Context: an optimization exercise on an open-source flow, tuned for small area. The choices shown serve that exercise and are no tape-out recipe. Only simulation tests tie the RTL to the original design; equivalence was not proved. No activity file was given, so power comes from the tool's default toggle rates.

`flow/design.v`:
```
module mira_codec (
    input  wire        clk,
    input  wire        rst,           
    input  wire        reg_en,
    input  wire        reg_we,
    input  wire [9:0]  reg_addr,
    input  wire [31:0] reg_wdata,
    output reg  [31:0] reg_rdata,
    output wire        busy,
    output wire        done,
    output reg         tx_valid,
    output reg  [7:0]  tx_data,
    input  wire        tx_ready,
    input  wire        tx_fail,
    output reg         tx_flush,
    input  wire        rx_valid,
    input  wire [7:0]  rx_data,
    input  wire        rx_none,
    output reg         rx_ready,
    input  wire [31:0] now_ms
);
    localparam [7:0] START = 8'hE1;
    localparam [7:0] ESC   = 8'hE2;
    localparam [1:0] M_IDLE = 2'd0, M_ENC = 2'd1, M_DEC = 2'd2;
    localparam [3:0] P_START = 4'd0, P_HDR  = 4'd1, P_TYPE = 4'd2, P_SEQ  = 4'd3,
                     P_LEN   = 4'd4, P_ADDR0 = 4'd5, P_ADDR = 4'd6, P_PAY = 4'd7,
                     P_CRCH  = 4'd8, P_CRCL = 4'd9, P_FLUSH = 4'd10;
    localparam [2:0] E_NONE = 3'd0, E_SEND = 3'd1, E_TIMEOUT = 3'd2,
                     E_ABORT = 3'd3, E_CRC = 3'd4;
    reg [15:0] poly;
    reg [31:0] timeout;
    reg [15:0] crc;
    reg [15:0] rx_crc;
    reg [31:0] t_last;
    reg [31:0] tmo;
    reg [1:0]  mode;
    reg [3:0]  ph;
    reg [7:0]  idx;
    reg [7:0]  cur;
    reg        esc_pend;
    reg        txe_pend;
    reg        done_r;
    reg [2:0]  err;
    reg [7:0]  txf_hdr, txf_typ, txf_seq, txf_len, txf_addr0;
    reg [7:0]  txf_addr [0:7];
    reg [7:0]  rxf_hdr, rxf_typ, rxf_seq, rxf_len, rxf_addr0;
    reg [7:0]  rxf_addr [0:7];
    reg [7:0]  txpay [0:254];
    reg [7:0]  rxpay [0:254];
    assign busy = (mode != M_IDLE);
    assign done = done_r;
    function [15:0] crc_byte;
        input [15:0] c_in;
        input [7:0]  b;
        input [15:0] p;
        reg   [15:0] c;
        integer      k;
        begin
            c = c_in ^ {8'h00, b};
            for (k = 0; k < 8; k = k + 1)
                c = c[0] ? ((c >> 1) ^ p) : (c >> 1);
            crc_byte = c;
        end
    endfunction
    wire host_wr  = reg_en && reg_we;
    wire host_rd  = reg_en && !reg_we;
    wire cmd_wr   = host_wr && (reg_addr == 10'h002) && !busy;
    wire [3:0] cmd_op = reg_wdata[15:12];
    wire cfg_wr   = host_wr && !busy;
    reg [7:0] enc_byte;
    always @(*) begin
        case (ph)
            P_HDR:   enc_byte = txf_hdr;
            P_TYPE:  enc_byte = txf_typ;
            P_SEQ:   enc_byte = txf_seq;
            P_LEN:   enc_byte = txf_len;
            P_ADDR0: enc_byte = txf_addr0;
            P_ADDR:  enc_byte = txf_addr[idx[2:0]];
            P_PAY:   enc_byte = txpay[idx];
            P_CRCH:  enc_byte = crc[15:8];
            P_CRCL:  enc_byte = crc[7:0];
            default: enc_byte = 8'h00;
        endcase
    end
    wire enc_special = (enc_byte == START) || (enc_byte == ESC);
    always @(*) begin
        tx_valid = 1'b0;
        tx_data  = 8'h00;
        tx_flush = 1'b0;
        if (mode == M_ENC) begin
            if (txe_pend) begin
                tx_valid = 1'b1;
                tx_data  = ~cur;
            end else if (ph == P_START) begin
                tx_valid = 1'b1;
                tx_data  = START;
            end else if (ph == P_FLUSH) begin
                tx_flush = 1'b1;
            end else begin
                tx_valid = 1'b1;
                tx_data  = enc_special ? ESC : enc_byte;
            end
        end
    end
    wire tx_fire = tx_valid && tx_ready;
    wire [31:0] elapsed  = now_ms - t_last;
    wire        tmo_hit  = (mode == M_DEC) && (elapsed > tmo);
    always @(*) rx_ready = (mode == M_DEC) && !tmo_hit;
    wire       rx_fire  = rx_valid && rx_ready;
    wire [7:0] rx_raw   = esc_pend ? ~rx_data : rx_data;
    function [3:0] next_phase;
        input [3:0] p;
        input [7:0] hdr;
        input [7:0] a0;
        input [7:0] len;
        input [7:0] i;
        begin
            case (p)
                P_START: next_phase = P_HDR;
                P_HDR:   next_phase = P_TYPE;
                P_TYPE:  next_phase = P_SEQ;
                P_SEQ:   next_phase = P_LEN;
                P_LEN:   next_phase = hdr[6] ? P_ADDR0 : ((len != 8'd0) ? P_PAY : P_CRCH);
                P_ADDR0: next_phase = (a0[3:0] == 4'h2) ? P_ADDR : ((len != 8'd0) ? P_PAY : P_CRCH);
                P_ADDR:  next_phase = (i != 8'd8) ? P_ADDR : ((len != 8'd0) ? P_PAY : P_CRCH);
                P_PAY:   next_phase = (i != len) ? P_PAY : P_CRCH;
                P_CRCH:  next_phase = P_CRCL;
                P_CRCL:  next_phase = P_FLUSH;
                default: next_phase = P_START;
            endcase
        end
    endfunction
    function [7:0] next_idx;
        input [3:0] p;
        input [3:0] np;
        input [7:0] i;
        begin
            if (np != p && (np == P_ADDR || np == P_PAY))
                next_idx = 8'd0;
            else if (p == P_ADDR || p == P_PAY)
                next_idx = i + 8'd1;
            else
                next_idx = i;
        end
    endfunction
    wire [7:0] idx_inc = idx + 8'd1;
    wire [7:0] idx_for_np = (ph == P_ADDR || ph == P_PAY) ? idx_inc : idx;
    wire [3:0] enc_np   = next_phase(ph, txf_hdr, txf_addr0, txf_len, idx_for_np);
    wire [7:0] enc_nidx = next_idx(ph, enc_np, idx);
    wire [3:0] dec_np   = next_phase(ph, rxf_hdr,
                                     (ph == P_ADDR0) ? rx_raw : rxf_addr0,
                                     (ph == P_LEN)   ? rx_raw : rxf_len,
                                     idx_for_np);
    wire [7:0] dec_nidx = next_idx(ph, dec_np, idx);
    wire rxpay_we = (mode == M_DEC) && !tmo_hit && rx_fire && !rx_none &&
                    (ph == P_PAY) && (esc_pend || rx_data != ESC);
    always @(posedge clk) begin
        if (rst) begin
            poly      <= 16'h8408;
            timeout   <= 32'd1000;
            crc       <= 16'h0000;
            rx_crc    <= 16'h0000;
            t_last    <= 32'd0;
            tmo       <= 32'd0;
            mode      <= M_IDLE;
            ph        <= P_START;
            idx       <= 8'd0;
            cur       <= 8'd0;
            esc_pend  <= 1'b0;
            txe_pend  <= 1'b0;
            done_r    <= 1'b0;
            err       <= E_NONE;
            txf_hdr   <= 8'd0;
            txf_typ   <= 8'd0;
            txf_seq   <= 8'd0;
            txf_len   <= 8'd0;
            txf_addr0 <= 8'd0;
            txf_addr[0] <= 8'd0; txf_addr[1] <= 8'd0; txf_addr[2] <= 8'd0; txf_addr[3] <= 8'd0;
            txf_addr[4] <= 8'd0; txf_addr[5] <= 8'd0; txf_addr[6] <= 8'd0; txf_addr[7] <= 8'd0;
            rxf_hdr   <= 8'd0;
            rxf_typ   <= 8'd0;
            rxf_seq   <= 8'd0;
            rxf_len   <= 8'd0;
            rxf_addr0 <= 8'd0;
            rxf_addr[0] <= 8'd0; rxf_addr[1] <= 8'd0; rxf_addr[2] <= 8'd0; rxf_addr[3] <= 8'd0;
            rxf_addr[4] <= 8'd0; rxf_addr[5] <= 8'd0; rxf_addr[6] <= 8'd0; rxf_addr[7] <= 8'd0;
        end else begin
            if (cfg_wr) begin
                case (reg_addr)
                    10'h000: poly      <= reg_wdata[15:0];
                    10'h001: timeout   <= reg_wdata;
                    10'h010: txf_hdr   <= reg_wdata[7:0];
                    10'h011: txf_typ   <= reg_wdata[7:0];
                    10'h012: txf_seq   <= reg_wdata[7:0];
                    10'h013: txf_len   <= reg_wdata[7:0];
                    10'h014: txf_addr0 <= reg_wdata[7:0];
                    default: ;
                endcase
                if (reg_addr[9:3] == 7'b0000011)
                    txf_addr[reg_addr[2:0]] <= reg_wdata[7:0];
            end
            if (cmd_wr) begin
                case (cmd_op)
                    4'h1: crc <= 16'h0000;
                    4'h2: crc <= crc_byte(crc, reg_wdata[7:0], poly);
                    4'h3: begin
                        mode     <= M_ENC;
                        ph       <= P_START;
                        idx      <= 8'd0;
                        txe_pend <= 1'b0;
                        esc_pend <= 1'b0;
                        done_r   <= 1'b0;
                        err      <= E_NONE;
                        crc      <= 16'h0000;
                    end
                    4'h4: begin
                        mode     <= M_DEC;
                        ph       <= P_START;
                        idx      <= 8'd0;
                        txe_pend <= 1'b0;
                        esc_pend <= 1'b0;
                        done_r   <= 1'b0;
                        err      <= E_NONE;
                        crc      <= 16'h0000;
                        tmo      <= timeout;
                        t_last   <= now_ms;
                    end
                    default: ;
                endcase
            end
            if (mode == M_ENC) begin
                if (ph == P_FLUSH && !txe_pend) begin
                    mode   <= M_IDLE;
                    done_r <= 1'b1;
                    err    <= E_NONE;
                end else if (tx_fire) begin
                    if (tx_fail) begin
                        if (!txe_pend && ph != P_START) begin
                            cur <= enc_byte;
                            if (ph != P_CRCH && ph != P_CRCL)
                                crc <= crc_byte(crc, enc_byte, poly);
                        end
                        mode     <= M_IDLE;
                        done_r   <= 1'b1;
                        err      <= E_SEND;
                        txe_pend <= 1'b0;
                        esc_pend <= 1'b0;
                    end else if (txe_pend) begin
                        txe_pend <= 1'b0;
                        ph       <= enc_np;
                        idx      <= enc_nidx;
                    end else if (ph == P_START) begin
                        ph <= P_HDR;
                    end else begin
                        cur <= enc_byte;
                        if (ph != P_CRCH && ph != P_CRCL)
                            crc <= crc_byte(crc, enc_byte, poly);
                        if (enc_special) begin
                            txe_pend <= 1'b1;
                        end else begin
                            ph  <= enc_np;
                            idx <= enc_nidx;
                        end
                    end
                end
            end
            if (mode == M_DEC) begin
                if (tmo_hit) begin
                    mode     <= M_IDLE;
                    done_r   <= 1'b1;
                    err      <= E_TIMEOUT;
                    esc_pend <= 1'b0;
                end else if (rx_fire) begin
                    if (rx_none) begin
                        mode     <= M_IDLE;
                        done_r   <= 1'b1;
                        err      <= E_ABORT;
                        esc_pend <= 1'b0;
                    end else begin
                        t_last <= now_ms;
                        if (ph == P_START) begin
                            if (rx_data == START) ph <= P_HDR;
                        end else if (!esc_pend && rx_data == ESC) begin
                            esc_pend <= 1'b1;
                        end else begin
                            esc_pend <= 1'b0;
                            case (ph)
                                P_HDR:   begin rxf_hdr   <= rx_raw; crc <= crc_byte(crc, rx_raw, poly); end
                                P_TYPE:  begin rxf_typ   <= rx_raw; crc <= crc_byte(crc, rx_raw, poly); end
                                P_SEQ:   begin rxf_seq   <= rx_raw; crc <= crc_byte(crc, rx_raw, poly); end
                                P_LEN:   begin rxf_len   <= rx_raw; crc <= crc_byte(crc, rx_raw, poly); end
                                P_ADDR0: begin rxf_addr0 <= rx_raw; crc <= crc_byte(crc, rx_raw, poly); end
                                P_ADDR:  begin rxf_addr[idx[2:0]] <= rx_raw; crc <= crc_byte(crc, rx_raw, poly); end
                                P_PAY:   crc <= crc_byte(crc, rx_raw, poly);
                                P_CRCH:  rx_crc[15:8] <= rx_raw;
                                P_CRCL:  rx_crc[7:0]  <= rx_raw;
                                default: ;
                            endcase
                            if (ph == P_CRCL) begin
                                mode   <= M_IDLE;
                                done_r <= 1'b1;
                                err    <= ({rx_crc[15:8], rx_raw} == crc) ? E_NONE : E_CRC;
                            end else begin
                                ph  <= dec_np;
                                idx <= dec_nidx;
                            end
                        end
                    end
                end
            end
        end
    end
    always @(posedge clk) begin
        if (!rst && cfg_wr && reg_addr[9:8] == 2'b01 && reg_addr[7:0] != 8'hFF)
            txpay[reg_addr[7:0]] <= reg_wdata[7:0];
    end
    always @(posedge clk) begin
        if (!rst && rxpay_we)
            rxpay[idx] <= rx_raw;
    end
    always @(posedge clk) begin
        if (rst) begin
            reg_rdata <= 32'd0;
        end else if (host_rd) begin
            reg_rdata <= 32'd0;
            case (reg_addr)
                10'h000: reg_rdata <= {16'd0, poly};
                10'h001: reg_rdata <= timeout;
                10'h003: reg_rdata <= {24'd0, 1'b0, mode, err, done_r, busy};
                10'h004: reg_rdata <= {16'd0, crc};
                10'h005: reg_rdata <= {16'd0, rx_crc};
                10'h006: reg_rdata <= {16'd0, idx, 2'b00, txe_pend, esc_pend, ph};
                10'h007: reg_rdata <= t_last;
                10'h008: reg_rdata <= tmo;
                10'h010: reg_rdata <= {24'd0, txf_hdr};
                10'h011: reg_rdata <= {24'd0, txf_typ};
                10'h012: reg_rdata <= {24'd0, txf_seq};
                10'h013: reg_rdata <= {24'd0, txf_len};
                10'h014: reg_rdata <= {24'd0, txf_addr0};
                10'h020: reg_rdata <= {24'd0, rxf_hdr};
                10'h021: reg_rdata <= {24'd0, rxf_typ};
                10'h022: reg_rdata <= {24'd0, rxf_seq};
                10'h023: reg_rdata <= {24'd0, rxf_len};
                10'h024: reg_rdata <= {24'd0, rxf_addr0};
                default: ;
            endcase
            if (reg_addr[9:3] == 7'b0000011)
                reg_rdata <= {24'd0, txf_addr[reg_addr[2:0]]};
            if (reg_addr[9:3] == 7'b0000101)
                reg_rdata <= {24'd0, rxf_addr[reg_addr[2:0]]};
            if (reg_addr[9:8] == 2'b01 && reg_addr[7:0] != 8'hFF)
                reg_rdata <= {24'd0, txpay[reg_addr[7:0]]};
            if (reg_addr[9:8] == 2'b10 && reg_addr[7:0] != 8'hFF)
                reg_rdata <= {24'd0, rxpay[reg_addr[7:0]]};
        end
    end
endmodule
```
`flow/run.sh`:
```
#!/bin/bash
# synth_recipe.tcl (not shown) runs the flow's synth.tcl, then flattens the netlist and writes it again
# the make line also repeats each setting of config.mk as NAME=value (left out here)
make -C /OpenROAD-flow-scripts/flow DESIGN_CONFIG=/design/flow/config.mk WORK_HOME=/design/flow/orfs CLKGATE_MAP_FILE= SYNTH_SCRIPT=/design/flow/synth_recipe.tcl finish
```
`flow/config.mk`:
```
export PLATFORM = sky130hd
export DESIGN_NAME = mira_codec
export DESIGN_NICKNAME = mira_codec
export VERILOG_FILES = /design/flow/design.v
export SDC_FILE = /design/flow/constraint.sdc
export NUM_CORES = 4
export LEC_CHECK = 0
export CAP_MARGIN = 20
export CORE_MARGIN = 2
export CORE_UTILIZATION = 40
export SLEW_MARGIN = 20
```
`flow/constraint.sdc`:
```
create_clock -name core_clock -period 15.0 [get_ports {clk}]
set_input_delay 3.0000 -clock core_clock [delete_from_list [all_inputs] [get_ports {clk}]]
set_output_delay 3.0000 -clock core_clock [all_outputs]
set_load 0.01 [all_outputs]
```
==> run summary <==
## path summary, 6_finish.rpt
check | start | to | slack [ns] | cells past startpoint
setup / recovery | now_ms[1] | rx_ready | 1.39 | 32
hold / removal | tmo[30] | tmo[30] | 0.47 | 2
setup reg to reg | t_last[1] | rxpay[49][6] | 4.70 | 37
hold reg to reg | tmo[30] | tmo[30] | 0.47 | 2
## worst max-delay path, delay by kind of cell
family	cells	cell delay (ns)
compound gates	21	4.97
xor+xnor	1	0.17
fa+ha+maj	2	0.55
buf+inv	2	1.24
simple gates	6	0.68
## report_power, final
group / switching (mW) / internal (mW) / total (mW) / leakage [nW]
registers: 0.00740 / 13.7 / 13.7 / 40.2
clock network: 5.00 / 6.57 / 11.6 / 7.28
logic: 0.904 / 0.509 / 1.41 / 21.4
total: 5.91 / 20.8 / 26.7 / 68.9
## stage by stage
step / util (%) / instances / hold slack (ns)
finish: 45.17 / 18856 / 0.4707
global placement: 42.14 / 17982 / 0.4544
floorplan: - / 11589 / 0.4442
detailed placement: 42.16 / 17985 / 0.4644
CTS: 45.12 / 18817 / 0.4696
global route: 45.15 / 18830 / 0.4928
## cell usage after synthesis, types with 50 or more instances
cell type  count  area (sq um)
nand3_1      229          1146
inv_1        111         416.7
nand2_1      865          3247
o21ai_0      140         700.7
mux2i_1      124          1241
xor2_1        56         490.5
a21oi_1      294          1471
buf_1        168         630.6
clkbuf_1     550          2064
ha_1          67         838.3
mux4_2      1846         41570
a211oi_1      89         668.1
buf_2         79         395.4
nand4_1       50         312.8
xnor2_1      328          2873
and2_1        88         550.5
dfxtp_1      284          5685
a31oi_1       53         331.6
a22oi_1      211          1584
edfxtp_1    4208        126400
nor2b_1       56         350.3
nor2_1       937          3517
nor3_1        65         325.3
## final cells by class
| class | instances | area [sq um] | area share, % |
|---|---|---|---|
| timing repair buffer | 562 | 4901 | 2.148 |
| clock inverter | 290 | 3020 | 1.324 |
| antenna | 33 | 82.58 | 0.03619 |
| tap | 6706 | 8391 | 3.677 |
| sequential | 4492 | 132100 | 57.88 |
| clock buffer | 542 | 11970 | 5.244 |
| inverter | 123 | 523.0 | 0.2292 |
| multi-input combinational | 6108 | 67220 | 29.46 |
## sequential cells by signal, indices dropped and copies added, names as in the netlist, 4 cells and up
register and cells:
rxf_addr 64, reg_rdata 32, timeout 32, crc 16, txf_typ 8, tmo 32
txpay 2040, poly 16, rx_crc 16, txf_addr0 8, rxf_len 8, txf_seq 8
t_last 32, cur 8, txf_len 8, rxf_addr0 8, rxf_hdr 8, rxpay 2040
idx 8, txf_hdr 8, rxf_seq 8, rxf_typ 8, txf_addr 64, ph 4
## kinds of logic (layout without fill, tap and decap cells)
kind of cell	count (synthesis)	count (layout)
flip-flops	4492	4492
other	0	33
AND/OR/NAND/NOR	2484	2484
XOR/XNOR	404	404
AO/OA/AOI/OAI	1140	1140
buffers and inverters	989	1517
adder cells (fa/ha/maj)	68	68
multiplexers	2012	2012
## layer usage
| metal | vias up | part of all wire, % | GRT usage (%) |
|---|---|---|---|
| met5 | - | 0.038 | 0.03771 |
| met4 | 28 | 4.9 | 10.93 |
| met3 | 1442 | 12 | 7.661 |
| met2 | 8497 | 46 | 39.90 |
| met1 | 63875 | 37 | 34.78 |
| li1 | 47560 | - | - |
==> summary.md <==
| Metric | Value |
|---|---|
| Nets | 11,901 |
| I/O Buffers | 134 |
| Post-Route Setup TNS | 0 ns |
| Vias in the first global route | 117,701 |
| Min-Delay Path Class | flop to flop |
| Adder-cell share of the synthesized area | 0.4229% |
| Share of post-route cells with drive strength above 1 | 26.38% |
| Placed instance area | 213,000 sq um |
| # resized after CTS | 0 |
| Clock Skews | 0.09308 ns |
| Kind of critical path | input port to output port |
| Commonest non-fill, non-tap cells in the layout | edfxtp_1, mux4_2, nor2_1, nand2_1, clkbuf_16 |
| Via Count | 121,402 |
| Post-Syn Area | 202,900 sq um |
| Max Freq | 0.07346 GHz |
| Worst setup EP type | output port |
| GRT Total Usage | 26.04% |
| Post-synthesis compound-gate area fraction | 3.845% |
| Die Ht | 716.3 um |
| Router iterations before antenna repair | 8 |
| Setup WS post-layout | 1.387 ns |
| Routability cong. | 0.9392 |
| Post-synth top flop | edfxtp_1 |
| CTS Buffer Depth | 4 |
| Yosys warns | 1 |
| Commonest non-fill, non-tap cell in the layout | edfxtp_1 |
| CP max FO | 5 |
| Slowest cell on the critical path | clkdlybuf4s50_1 |
| Total CTS buffers | 456 |
| Worst EP arrival | 10.61 ns |
| Post-synthesis mux area share | 21.36% |
| Library cells used by synthesis | 106 |
| Initial Util | 40.17% |
| Least-Margin Pin Slew | 1.188 ns |
| CTS tree | built |
| Largest family of logic cells by synthesized area | multiplexers |
| Synthesized instance count | 11,589 |
| Worst EP required | 12.00 ns |
| Synth-to-Final Area Change | 12.43% |
| Die area | 513,100 sq um |
| Post-route cell area | 228,200 sq um |
| Post-DR wirelength/cell | 36.14 um |
| Global route total overflow | 0 |
| Post-Synthesis Net Count | 11,747 |
| CTS Root Cell | clkbuf_16 |
| Tot Pwr | 26.69 mW |
| Post-synth ARST share | 0% |
| Post-CTS Setup Inserts | 0 |
| MaxCap Viol Count | 0 |
| Leakage power | 68.91 nW |
| Simple-Gate Fraction of Synth Area | 5.346% |
| First-pass GRT wire length | 943,500 um |
| Final wirelength | 681,500 um |
| Most frequent CP cell | o21ai_0 |
| Final hold violation count | 0 |
| Initial antenna violation count | 49 |
| Slew Viols, Final | 0 |
| RSZ-0062 raised after global routing | no |
| Startpoint types | input port |
| DRC | 0 |
| Clock sink total | 4,492 |
| Final worst-path cycle share | 90.75% |
| Status | finished clean |
| Slew HR | 20.53% |
| IO Pins | 135 |
| Avg Cell Area, Syn | 17.51 sq um |
| CP max stage delay | 0.68 ns |
| Place WS | 1.451 ns |
| Post-DR vias/cell | 6.438 |
| Final min period | 13.61 ns |
| Register area share after synthesis | 65.06% |
| Post-DP HPWL | 436,100 um |
| Max rail drop VDD | 0.1208 mV |
| # fillers | 42,390 |
| Post-CTS Hold Fix Bufs | 0 |
| Core area | 505,200 sq um |
| Synth Area in XOR/XNOR | 1.875% |
| Routed Antenna Nets | 0 |
| Yosys reg bits | 4,492 |
| Drt first-iter violations | 18,865 |
| Clock Pin Slew Worst Setup and Hold Paths | 0.05 ns |
| Pin count of the biggest net entering global routing | 180 |
| H-Tree Depth | 5 |
| Power per Cell Area | 117.0 nW/um^2 |
| Number of synthesized flops with an enable pin | 4,208 |
| # setup viols final | 0 |
| Die width | 716.3 um |
| Clock latency at the later pin of the worst-skew pair | 1.05 ns |
| Rows | 261 |

==> port drivers added, routing unchanged <==
The results above use ideal ports. As a check the final layout listed here was re-extracted and re-timed, cells and wires unchanged.
Step 1 assumes that a clkbuf_16 drives the clock port and a buf_2 every other input.
Step 2 times the ports against the registers' clock, not the clock port: input delays grow and output delays shrink by t, the midpoint of the rising clock arrivals with the driver on.
a / b / c = ideal / step 1 / step 2; a / b = the first two.
shift t [ns]: 1.127
setup WS [ns]: 1.387 / 1.352 / 1.352
clock arrival spread, ns: 0.111 / 0.111
slew at the worst register clock pin (ns): 0.07 / 0.07
After both steps setup and hold are still met in this run. The setup slack of this run moves by -0.035 ns with the drivers and by -0.035 ns with both steps.
